Background: an optimization exercise with open tools, aiming at a short achievable clock period. Do not read the settings as production practice.
Power and IR drop assume default switching activity.

==> run a <==
Design twms, start of the top module:
module twms (
  input  logic        clk,
  input  logic        rst,           
  input  logic        cmd_valid,
  input  logic [1:0]  cmd_port,      
  input  logic [31:0] cmd_word,
  output logic        rsp_valid,
  output logic        rsp_ok,
  output logic [31:0] rsp_data,
  output logic [1:0]  bo0_cnt,       
  output logic [10:0] bo0_act0,
  output logic [10:0] bo0_act1,
  output logic [1:0]  bo1_cnt,       
  output logic [10:0] bo1_act0,
  output logic [10:0] bo1_act1,
  output logic        sleep_valid,   
  output logic [2:0]  sleep_level,
  output logic        pwr_asleep,    
  output logic [2:0]  pwr_level,
  output logic        halt,          
  output logic [2:0]  fcode,
  output logic [7:0]  finfo
);
export LEC_CHECK = 0
export CAP_MARGIN = 20
export CORE_MARGIN = 2
export CORE_UTILIZATION = 40
export PLACE_DENSITY = 0.6
export SLEW_MARGIN = 20
export SYNTH_HIERARCHICAL = 1
export SYNTH_MINIMUM_KEEP_SIZE = 0
create_clock -name core_clock -period 10.0 [get_ports {clk}]
standard.sh (not shown) runs the stock make flow with config.mk's settings and CLKGATE_MAP_FILE= SYNTH_SCRIPT=/design/flow/synth_recipe.tcl, a recipe that flattens the netlist after the stock synthesis.
==> flow/flow/run.sh <==
#!/bin/bash
# Layout flow: the standard ORFS flow, with timing repair aimed at a setup
# slack margin well above what the 10 ns clock asks for, so that the resizer
# keeps working on the critical paths (the SDC is unchanged), and a last
# max-slew/max-cap repair after global routing (flow/post_grt.tcl). Port
# buffers are buf_4 (ORFS would pick a delay cell, clkdlybuf4s50_1).
# The platform's don't-use cells are extended with the slow high-stack gates
# (flow/dont_use.txt), for synthesis and for the resizer alike.
# make's output goes to standard_flow.log; each ORFS step logs under orfs/logs/.
set -euo pipefail
MARGIN=${MARGIN:-7.0}
DONT_USE=$(tr '\n' ' ' < flow/dont_use.txt)
bash standard.sh SETUP_SLACK_MARGIN=$MARGIN TNS_END_PERCENT=100 \
  "DONT_USE_CELLS=$DONT_USE" \
  "BUFFER_PORTS_ARGS=-buffer_cell sky130_fd_sc_hd__buf_4" \
  POST_GLOBAL_ROUTE_TCL=$PWD/flow/post_grt.tcl finish > standard_flow.log 2>&1
Other scripts of this flow, unchanged in this note and not shown: flow/flow/dont_use.txt, flow/flow/post_grt.tcl
==> inputs of run b, as changes to run a <==
--- a/flow/design.v
+++ b/flow/design.v
@@ -130,30 +130,34 @@
   logic [1:0][7:0]  raddr_q;
   logic [1:0][2:0]  rem_q;
   logic [1:0][31:0] buf_q;
   logic [1:0][31:0] evoh_q;      
   logic [1:0][2:0]  if_q;
   logic [1:0][2:0]  ien_q;
   logic [1:0][7:0]  rxdata_q;
   logic [31:0]      ev_q;
-  logic [4:0][2:0]  vote_q;
+  logic [4:0][4:0]  vt_q;        
+  logic [1:0]       rem1_q, rem2_q;    
+  logic [1:0][3:0]  rl1_q, rl2_q;      
   logic [1:0]       x_xs;        
   logic [1:0]       x_bw;        
   logic [1:0][2:0]  x_hv;        
   logic             x_dlv;       
   logic [1:0][2:0]  x_irq;       
   logic [1:0][2:0]  x_clr;       
   logic [1:0]       x_ien;       
   logic             x_evpost, x_evclr;
   logic [4:0]       x_vinc, x_vdec;
   logic             f_mode;
   logic [6:0]       f_paddr;
   logic [7:0]       f_raddr;
   logic [2:0]       f_cnt;
+  logic             f_cnt1;      
+  logic [3:0]       f_cl;        
   logic [31:0]      f_evoh;
   logic [3:0]       f_lane;
   logic [7:0]       f_byte;
   logic [2:0]       f_ien;
   logic             rsp_valid_q, rsp_okn_q;
   logic [31:0]      rsp_data_q;    
   logic [1:0][1:0]  bo_cnt_q;
   logic [1:0][10:0] bo_a0_q;
@@ -195,17 +199,17 @@
   logic [1:0][7:0] raddr_n;
   logic [1:0][2:0] rem_n;
   logic [1:0][31:0] buf_n;
   logic [1:0][31:0] evoh_n;
   logic [1:0][2:0] if_n;
   logic [1:0][2:0] ien_n;
   logic [1:0][7:0] rxdata_n;
   logic [31:0] ev_n;
-  logic [4:0][2:0] vote_n;
+  logic [4:0][4:0] vt_n;
   logic [4:0] vfull;
   logic [4:0] vzero;
   logic [2:0] cda;
   logic [1:0][2:0] hf;
   logic [1:0][2:0][2:0] hcode;
   logic [1:0][2:0][7:0] hinfo;
   logic [1:0][2:0][1:0] hcnt;
   logic [1:0][10:0] ack_a0;
@@ -227,17 +231,23 @@
     .raddr_q(raddr_q),
     .rem_q(rem_q),
     .buf_q(buf_q),
     .evoh_q(evoh_q),
     .if_q(if_q),
     .ien_q(ien_q),
     .rxdata_q(rxdata_q),
     .ev_q(ev_q),
-    .vote_q(vote_q),
+    .vt_q(vt_q),
+    .rem1_q(rem1_q),
+    .rem2_q(rem2_q),
+    .rl1_q(rl1_q),
+    .rl2_q(rl2_q),
+    .f_cnt1(f_cnt1),
+    .f_cl(f_cl),
     .x_xs(x_xs),
     .x_bw(x_bw),
     .x_hv(x_hv),
     .x_dlv(x_dlv),
     .x_irq(x_irq),
     .x_clr(x_clr),
     .x_ien(x_ien),
     .x_evpost(x_evpost),
@@ -260,17 +270,17 @@
     .raddr_n(raddr_n),
     .rem_n(rem_n),
     .buf_n(buf_n),
     .evoh_n(evoh_n),
     .if_n(if_n),
     .ien_n(ien_n),
     .rxdata_n(rxdata_n),
     .ev_n(ev_n),
-    .vote_n(vote_n),
+    .vt_n(vt_n),
     .vfull(vfull),
     .vzero(vzero),
     .cda(cda),
     .hf(hf),
     .hcode(hcode),
     .hinfo(hinfo),
     .hcnt(hcnt),
     .ack_a0(ack_a0),
@@ -390,18 +400,28 @@
                          (g_op[13] && (cmd_word[25:24] == 2'd1) && g_b))))) ||
            (g_env && ((g_op[13] && g_z2524 && g_z218 && g_ik && g_b) ||
                       (g_op[14] && (cmd_word[27:24] == 4'd1) && g_z238 && g_z7_0))) ||
            (g_sev && g_op[12] && g_z238 && g_sk && g_b);
     g_fstat = g_host && g_op[14] && g_z2724 && g_z238 && g_z7_0;
     g_busy  = (g_op[1] || g_op[3]) && !avail_n[cmd_word[26]];
     c4 = v && h && !g_fstat;
     c1 = v && !h && !g_wf;
-    c2 = !h && g_wf && !g_go;
-    c3 = !h && g_go && g_busy;
+    c2 = !h && ((g_host && g_op[1] && (cmd_word[6:5] == 2'b0) && (!g_b || !g_cnt)) ||
+                (g_host && g_z238 &&
+                 ((g_op[3] && !g_b) ||
+                  (g_z7_0 && (((g_op[2] || g_op[4]) && g_z2524) ||
+                              (g_op[13] && (cmd_word[25:24] == 2'd2))) && !g_b) ||
+                  (g_z7_3 && (((g_op[8] || g_op[9]) && g_z2724 && !g_lvl) ||
+                              (g_op[13] && (cmd_word[25:24] == 2'd1) && !g_b))))) ||
+                (g_env && g_op[13] && g_z2524 && g_z218 && g_ik && !g_b) ||
+                (g_sev && g_op[12] && g_z238 && g_sk && !g_b));
+    c3 = !h && g_b && !avail_n[cmd_word[26]] &&
+          ((g_host && g_op[1] && (cmd_word[6:5] == 2'b0) && g_cnt) ||
+           (g_host && g_op[3] && g_z238));
     ck_xs  = v && (cmd_port == 2'd0) && (cmd_word[6:5] == 2'b0) && !cmd_word[27] &&
              (cmd_word[9:7] != 3'd0) && (cmd_word[9:7] <= 3'd4);
     ck_em  = v && (cmd_port == 2'd0) && (cmd_word[27:3] == 25'b0);
     ck_sub = v && (cmd_port == 2'd2) && (cmd_word[23:8] == 16'b0) && !cmd_word[27] &&
              ((cmd_word[25:24] == 2'd1) ||
               (((cmd_word[25:24] == 2'd0) || (cmd_word[25:24] == 2'd2)) && (cmd_word[7:0] == 8'b0)));
     sp_xs  = (cmd_word[31:28] == 4'h1) && avail_n[cmd_word[26]] && vfull[2];
     sp_blk = (cmd_word[31:28] == 4'h8) && (cmd_word[2:0] <= 3'd4) && vfull[cmd_word[2:0]];
@@ -448,28 +468,38 @@
       3'b011:  rd_src = ev_n;
       3'b101:  rd_src = {16'b0, rd_irqv};
       default: rd_src = {16'b0, finfo_cur, 4'b0, fcode_cur, h};
     endcase
     rd[31:16] = rd_src[31:16] & {16{rd_ok_hi}};
     rd[15:8]  = rd_src[15:8]  & {8{rd_ok_mid}};
     rd[7:0]   = rd_src[7:0]   & {8{rd_ok_lo}};
     rd[2:0]   = rd[2:0] | (cda & {3{rd_ok_cda}});
-    ok = g_fstat || (!h && g_go && !g_busy);
+    ok = g_fstat || (!h &&
+         ((g_host && g_op[1] && (cmd_word[6:5] == 2'b0) && g_b && g_cnt && avail_n[cmd_word[26]]) ||
+          (g_host && g_z238 &&
+           ((g_op[3] && g_b && avail_n[cmd_word[26]]) ||
+            (g_z7_0 && (((g_op[2] || g_op[4]) && g_z2524 && g_b) ||
+                        ((g_op[7] || g_op[10] || g_op[11] || g_op[14]) && g_z2724) ||
+                        (g_op[13] && (cmd_word[25:24] == 2'd2) && g_b))) ||
+            (g_z7_5 && (g_op[5] || g_op[6]) && g_z2724) ||
+            (g_z7_3 && (((g_op[8] || g_op[9]) && g_z2724 && g_lvl) ||
+                        (g_op[13] && (cmd_word[25:24] == 2'd1) && g_b))))) ||
+          (g_env && ((g_op[13] && g_z2524 && g_z218 && g_ik && g_b) ||
+                     (g_op[14] && (cmd_word[27:24] == 4'd1) && g_z238 && g_z7_0))) ||
+          (g_sev && g_op[12] && g_z238 && g_sk && g_b)));
     rsp_ok_d = ok;
     rsp_data_d = rd;
     rsp_data_d[0] = c1 || c3 || rd[0];
     rsp_data_d[1] = c2 || c3 || rd[1];
     rsp_data_d[2] = c4 || rd[2];
     for (int b = 0; b < 2; b++) begin
-      bo_cnt_d[b] = 2'd0;
+      bo_cnt_d[b] = {e_xs[b], 1'b0} | (dlv_cnt[b] & {2{nv}});
       for (int k = 0; k < 3; k++)
-        if (d_subev[b][k] && !h) bo_cnt_d[b] = hcnt[b][k];
-      if (nv)      bo_cnt_d[b] = dlv_cnt[b];
-      if (e_xs[b]) bo_cnt_d[b] = 2'd2;
+        bo_cnt_d[b] = bo_cnt_d[b] | (hcnt[b][k] & {2{d_subev[b][k] && !h}});
       if (!cmd_valid) begin
         bo_a0_d[b] = dlv_a0[b];
         bo_a1_d[b] = dlv_a1[b];
       end else if (cmd_word[31:28] == 4'h1) begin
         bo_a0_d[b] = BA_START;
         bo_a1_d[b] = BA_TX | {3'b0, cmd_word[24:18], 1'b0};
       end else begin
         bo_a0_d[b] = cmd_word[24] ? rx_a0[b] : ack_a0[b];
@@ -557,16 +587,18 @@
       x_vinc[l] <= (d_emblk[l] && !h && !vfull[l]) || (l == 2 && e_xs != 2'b0);
       x_vdec[l] <= (d_emunblk[l] && !h && !vzero[l]) ||
                    (l == 2 && (e_hv[0][2] || e_hv[1][2]));
     end
     f_mode   <= cmd_word[25];
     f_paddr  <= cmd_word[24:18];
     f_raddr  <= cmd_word[17:10];
     f_cnt    <= cmd_word[9:7];
+    f_cnt1   <= (cmd_word[9:7] == 3'd1);
+    for (int i = 0; i < 4; i++) f_cl[i] <= (cmd_word[8:7] == 2'(i + 1));
     for (int i = 0; i < 32; i++) f_evoh[i] <= (cmd_word[4:0] == 5'(i));
     for (int i = 0; i < 4; i++)  f_lane[i] <= (cmd_word[25:24] == 2'(i));
     f_byte   <= cmd_word[7:0];
     f_ien    <= cmd_word[2:0];
     if (rst) begin
       st_q     <= '0;
       avail_q  <= '1;
       mode_q   <= '0;
@@ -574,48 +606,66 @@
       raddr_q  <= '0;
       rem_q    <= '0;
       buf_q    <= '0;
       evoh_q   <= {2{32'd1}};
       if_q     <= '0;
       ien_q    <= '1;
       rxdata_q <= '0;
       ev_q     <= '0;
-      vote_q   <= '0;
+      vt_q     <= '0;
+      rem1_q   <= 2'b00;
+      rem2_q   <= 2'b00;
+      rl1_q    <= {2{4'b1000}};
+      rl2_q    <= {2{4'b0100}};
     end else begin
       st_q     <= st_n;
       avail_q  <= avail_n;
       mode_q   <= mode_n;
       paddr_q  <= paddr_n;
       raddr_q  <= raddr_n;
       rem_q    <= rem_n;
       buf_q    <= buf_n;
       evoh_q   <= evoh_n;
       if_q     <= if_n;
       ien_q    <= ien_n;
       rxdata_q <= rxdata_n;
       ev_q     <= ev_n;
-      vote_q   <= vote_n;
+      vt_q     <= vt_n;
+      for (int b = 0; b < 2; b++) begin
+        rem1_q[b] <= (rem_n[b] == 3'd1);
+        rem2_q[b] <= (rem_n[b] == 3'd2);
+        for (int j = 0; j < 4; j++) begin
+          rl1_q[b][j] <= (rem_n[b][1:0] == 2'(j + 1));
+          rl2_q[b][j] <= (rem_n[b][1:0] == 2'(j + 2));
+        end
+      end
     end
   end
 endmodule
 module twms_state (
   input  logic [1:0][2:0] st_q,
   input  logic [1:0] avail_q,
   input  logic [1:0] mode_q,
   input  logic [1:0][6:0] paddr_q,
   input  logic [1:0][7:0] raddr_q,
   input  logic [1:0][2:0] rem_q,
   input  logic [1:0][31:0] buf_q,
   input  logic [1:0][31:0] evoh_q,
   input  logic [1:0][2:0] if_q,
   input  logic [1:0][2:0] ien_q,
   input  logic [1:0][7:0] rxdata_q,
   input  logic [31:0] ev_q,
-  input  logic [4:0][2:0] vote_q,
+  input  logic [4:0][4:0] vt_q,
+  input  logic [1:0] rem1_q,
+  input  logic [1:0] rem2_q,
+  input  logic [1:0][3:0] rl1_q,
+  input  logic [1:0][3:0] rl2_q,
+  input  logic  f_cnt1,
+  input  logic [3:0] f_cl,
   input  logic [1:0] x_xs,
   input  logic [1:0] x_bw,
   input  logic [1:0][2:0] x_hv,
   input  logic  x_dlv,
   input  logic [1:0][2:0] x_irq,
   input  logic [1:0][2:0] x_clr,
   input  logic [1:0] x_ien,
   input  logic  x_evpost,
@@ -638,17 +688,17 @@
   output logic [1:0][7:0] raddr_n,
   output logic [1:0][2:0] rem_n,
   output logic [1:0][31:0] buf_n,
   output logic [1:0][31:0] evoh_n,
   output logic [1:0][2:0] if_n,
   output logic [1:0][2:0] ien_n,
   output logic [1:0][7:0] rxdata_n,
   output logic [31:0] ev_n,
-  output logic [4:0][2:0] vote_n,
+  output logic [4:0][4:0] vt_n,
   output logic [4:0] vfull,
   output logic [4:0] vzero,
   output logic [2:0] cda,
   output logic [1:0][2:0] hf,
   output logic [1:0][2:0][2:0] hcode,
   output logic [1:0][2:0][7:0] hinfo,
   output logic [1:0][2:0][1:0] hcnt,
   output logic [1:0][10:0] ack_a0,
@@ -662,17 +712,19 @@
   output logic [1:0][1:0] dlv_cnt,
   output logic [1:0][10:0] dlv_a0,
   output logic [1:0][10:0] dlv_a1
 );
   localparam logic [10:0] BA_START = 11'h000, BA_STOP = 11'h100, BA_TX = 11'h400;
   logic [1:0][2:0] rm_q;
   logic [1:0][1:0][2:0] pend_x;
   logic [1:0][2:0] pend;
-  logic [1:0][2:0] rm_n;
+  logic [1:0] dec_n, rn1;
+  logic [1:0][3:0] rnl;
+  logic [1:0][7:0] lane_n;
   always_comb begin
     for (int b = 0; b < 2; b++) begin
       rm_q[b] = rem_q[b] - 3'd1;
       st_n[b]     = st_q[b];
       avail_n[b]  = avail_q[b];
       mode_n[b]   = mode_q[b];
       paddr_n[b]  = paddr_q[b];
       raddr_n[b]  = raddr_q[b];
@@ -687,89 +739,94 @@
         rem_n[b]   = f_cnt;
         evoh_n[b]  = f_evoh;
       end
       if (x_hv[b][0]) begin
         case (st_q[b])
           3'd1:    st_n[b] = mode_q[b] ? 3'd2 : 3'd4;
           3'd2:    st_n[b] = 3'd3;
           3'd3:    st_n[b] = 3'd5;
-          default: st_n[b] = (rm_q[b] == 3'd0) ? 3'd6 : 3'd4;
+          default: st_n[b] = rem1_q[b] ? 3'd6 : 3'd4;
         endcase
         if (st_q[b] == 3'd4) rem_n[b] = rm_q[b];
       end
       if (x_hv[b][1]) begin
-        st_n[b]  = (rm_q[b] == 3'd0) ? 3'd6 : 3'd5;
+        st_n[b]  = rem1_q[b] ? 3'd6 : 3'd5;
         rem_n[b] = rm_q[b];
       end
       if (x_hv[b][2]) begin
         st_n[b]    = 3'd0;
         avail_n[b] = 1'b1;
       end
       for (int j = 0; j < 4; j++) begin
         buf_n[b][8*j +: 8] = buf_q[b][8*j +: 8];
         if (x_bw[b] && f_lane[j])
           buf_n[b][8*j +: 8] = f_byte;
-        if (x_hv[b][1] && (rm_q[b][1:0] == 2'(j)))
+        if (x_hv[b][1] && rl1_q[b][j])
           buf_n[b][8*j +: 8] = x_dlv ? rxdata_q[b] : f_byte;
       end
       if_n[b] = (if_q[b] | x_irq[b]) & ~x_clr[b];
       ien_n[b] = x_ien[b] ? f_ien : ien_q[b];
       rxdata_n[b] = x_irq[b][1] ? f_byte : rxdata_q[b];
     end
     ev_n = ev_q;
     if (x_evpost) ev_n = ev_n | f_evoh;
     if (x_evclr)  ev_n = ev_n & ~f_evoh;
     if (x_hv[0][2]) ev_n = ev_n | evoh_q[0];
     if (x_hv[1][2]) ev_n = ev_n | evoh_q[1];
     for (int l = 0; l < 5; l++)
-      vote_n[l] = x_vinc[l] ? vote_q[l] + 3'd1 : x_vdec[l] ? vote_q[l] - 3'd1 : vote_q[l];
+      vt_n[l] = x_vinc[l] ? {vt_q[l][3:0], 1'b1} : x_vdec[l] ? {1'b0, vt_q[l][4:1]} : vt_q[l];
   end
   always_comb begin
     for (int l = 0; l < 5; l++) begin
-      vfull[l] = (vote_n[l] == 3'd5);
-      vzero[l] = (vote_n[l] == 3'd0);
+      vfull[l] = vt_n[l][4];
+      vzero[l] = !vt_n[l][0];
     end
     cda = 3'd4;
     for (int l = 3; l >= 0; l--)
       if (!vzero[l]) cda = 3'(l);
     for (int b = 0; b < 2; b++) begin
-      rm_n[b] = rem_n[b] - 3'd1;
+      dec_n[b] = x_hv[b][1] || (x_hv[b][0] && st_q[b] == 3'd4);
+      rn1[b] = x_xs[b] ? f_cnt1 : dec_n[b] ? rem2_q[b] : rem1_q[b];
+      rnl[b] = x_xs[b] ? f_cl : dec_n[b] ? rl2_q[b] : rl1_q[b];
+      lane_n[b] = 8'b0;
+      for (int j = 0; j < 4; j++)
+        if (rnl[b][j]) lane_n[b] = lane_n[b] | buf_n[b][8*j +: 8];
       hf[b][0] = !(st_n[b] == 3'd1 || st_n[b] == 3'd2 || st_n[b] == 3'd3 || st_n[b] == 3'd4);
       hf[b][1] = !(st_n[b] == 3'd3 || st_n[b] == 3'd5);
       hf[b][2] = !(st_n[b] == 3'd6) || vzero[2];
       for (int k = 0; k < 3; k++) begin
         if (k == 2 && st_n[b] == 3'd6) begin
           hcode[b][k] = 3'd2;
           hinfo[b][k] = 8'd2;
         end else begin
           hcode[b][k] = 3'd1;
           hinfo[b][k] = {2'b0, 1'(b), st_n[b], 2'(k)};
         end
       end
       hcnt[b][0] = 2'd0;
-      ack_a0[b]  = BA_TX | {3'b0, buf_n[b][8*rm_n[b][1:0] +: 8]};
+      ack_a0[b]  = BA_TX | {3'b0, lane_n[b]};
       ack_a1[b]  = BA_STOP;
       case (st_n[b])
         3'd1: begin
           hcnt[b][0] = 2'd1;
           ack_a0[b]  = BA_TX | {3'b0, raddr_n[b]};
         end
         3'd2: begin
           hcnt[b][0] = 2'd2;
           ack_a0[b]  = BA_START;
           ack_a1[b]  = BA_TX | {3'b0, paddr_n[b], 1'b1};
         end
-        3'd4: hcnt[b][0] = (rm_n[b] == 3'd0) ? 2'd2 : 2'd1;
+        3'd4: hcnt[b][0] = rn1[b] ? 2'd2 : 2'd1;
         default: ;
       endcase
       hcnt[b][1] = 2'd0;
-      if (st_n[b] == 3'd3 || st_n[b] == 3'd5) hcnt[b][1] = (rm_n[b] == 3'd0) ? 2'd2 : 2'd1;
+      if (st_n[b] == 3'd3 || st_n[b] == 3'd5) hcnt[b][1] = rn1[b] ? 2'd2 : 2'd1;
       hcnt[b][2] = 2'd0;
-      rx_a0[b] = (rm_n[b] == 3'd0) ? 11'h300 : 11'h200;    
+      rx_a0[b] = rn1[b] ? 11'h300 : 11'h200;    
       pend[b] = if_n[b] & ien_n[b];
     end
     dlv_on[0] = !halt_cur && (pend[0] != 3'b0);
     dlv_on[1] = !halt_cur && (pend[0] == 3'b0) && (pend[1] != 3'b0);
     dlv_kind = 3'b000;
     dlv_fatal = 1'b0;
     dlv_fcode = 3'd0;
     dlv_finfo = 8'd0;
==> comparison <==
Against run b, the critical path depth of run a is higher by 12. In run a the clock skew is higher than in run b, by 0.029 ns. Between run a and run b, the lower routed wire length is in run b (gap about 1.3%, measured against run b). Global-route usage: run a is higher than run b (0.43 points). Between run b and run a, the lower combinational power is in run a (gap about 2%, measured against run a). Against run b, the sequential power of run a is smaller by about 5%. Between run a and run b, the lower die area is in run a (gap about 1%, measured against run b). In run b the sequential share of layout area is higher than in run a, by 1.9 points. Non-clock buffer count: run a is higher than run b (24).
==> figures <==
Final Cycle Share: run a 0.340; run b 0.320
Result of the run: run a timing/DRC/antenna clean; run b timing/DRC/antenna clean
Total setup buffers inserted after CTS: run a 70; run b 52
Tapcells: run a 773; run b 782
Placement-stage cell area: run a 25100 um^2; run b 25400 um^2
Relative area of clock buffers and inverters in the final design: run a 0.0616; run b 0.0705
Drt via density: run a 5.51; run b 5.59
Int Pwr: run a 3240 uW; run b 3540 uW
Multi-input logic area: run a 13700 um^2; run b 13300 um^2
Fraction of area in multi-input gates: run a 0.454; run b 0.443
End point of the critical path: run a fin_q[2]; run b rsp_ok
Reported combinational group power: run a 262 uW; run b 266 uW
Number of sequential cells: run a 472; run b 499
Power in the clock group: run a 2060 uW; run b 2330 uW
Worst hold slack across all endpoints: run a 0.491 ns; run b 0.482 ns
Met2 layer usage reported by global route: run a 0.428; run b 0.426
Power per standard cell area: run a 141 nW/um^2; run b 154 nW/um^2
Fin Clk Skew: run a 0.0478 ns; run b 0.0193 ns
Global-route wire length before repair: run a 127 mm; run b 126 mm
No run of this note included a check of the RTL's function; only the layout flow was run.

port drivers added, routing unchanged:
How much do the figures lean on ideal ports? The routed layouts below were timed once more, with nothing changed but the port constraints. Step 1 (the two cells are an assumption about what drives the block):
set clk [get_ports {clk}]
set_driving_cell -lib_cell sky130_fd_sc_hd__clkbuf_16 $clk
set_driving_cell -lib_cell sky130_fd_sc_hd__buf_2 [delete_from_list [all_inputs] $clk]
Step 2 adds t to the input delays and takes it off the output delays; t is the mean of the earliest and latest rising clock arrival at the registers after step 1. Input paths then give back, and output paths get back, about the clock's delay inside the block. a / b / c = ideal ports / drivers / drivers and shift; a / b = the first two.
| run | t (ns) | setup slack, ns | worst data-port slew with drivers (ns) | pins driven straight from the clock port |
|---|---|---|---|---|
| run a | 0.672 | 6.597 / 6.574 / 5.902 | 0.23 | 1 |
| run b | 0.701 | 6.799 / 6.736 / 6.106 | 0.23 | 1 |
After both steps every run listed still meets setup and hold. The setup slack of run a, which loses most, moves by -0.023 ns with the drivers and by -0.695 ns with both steps.
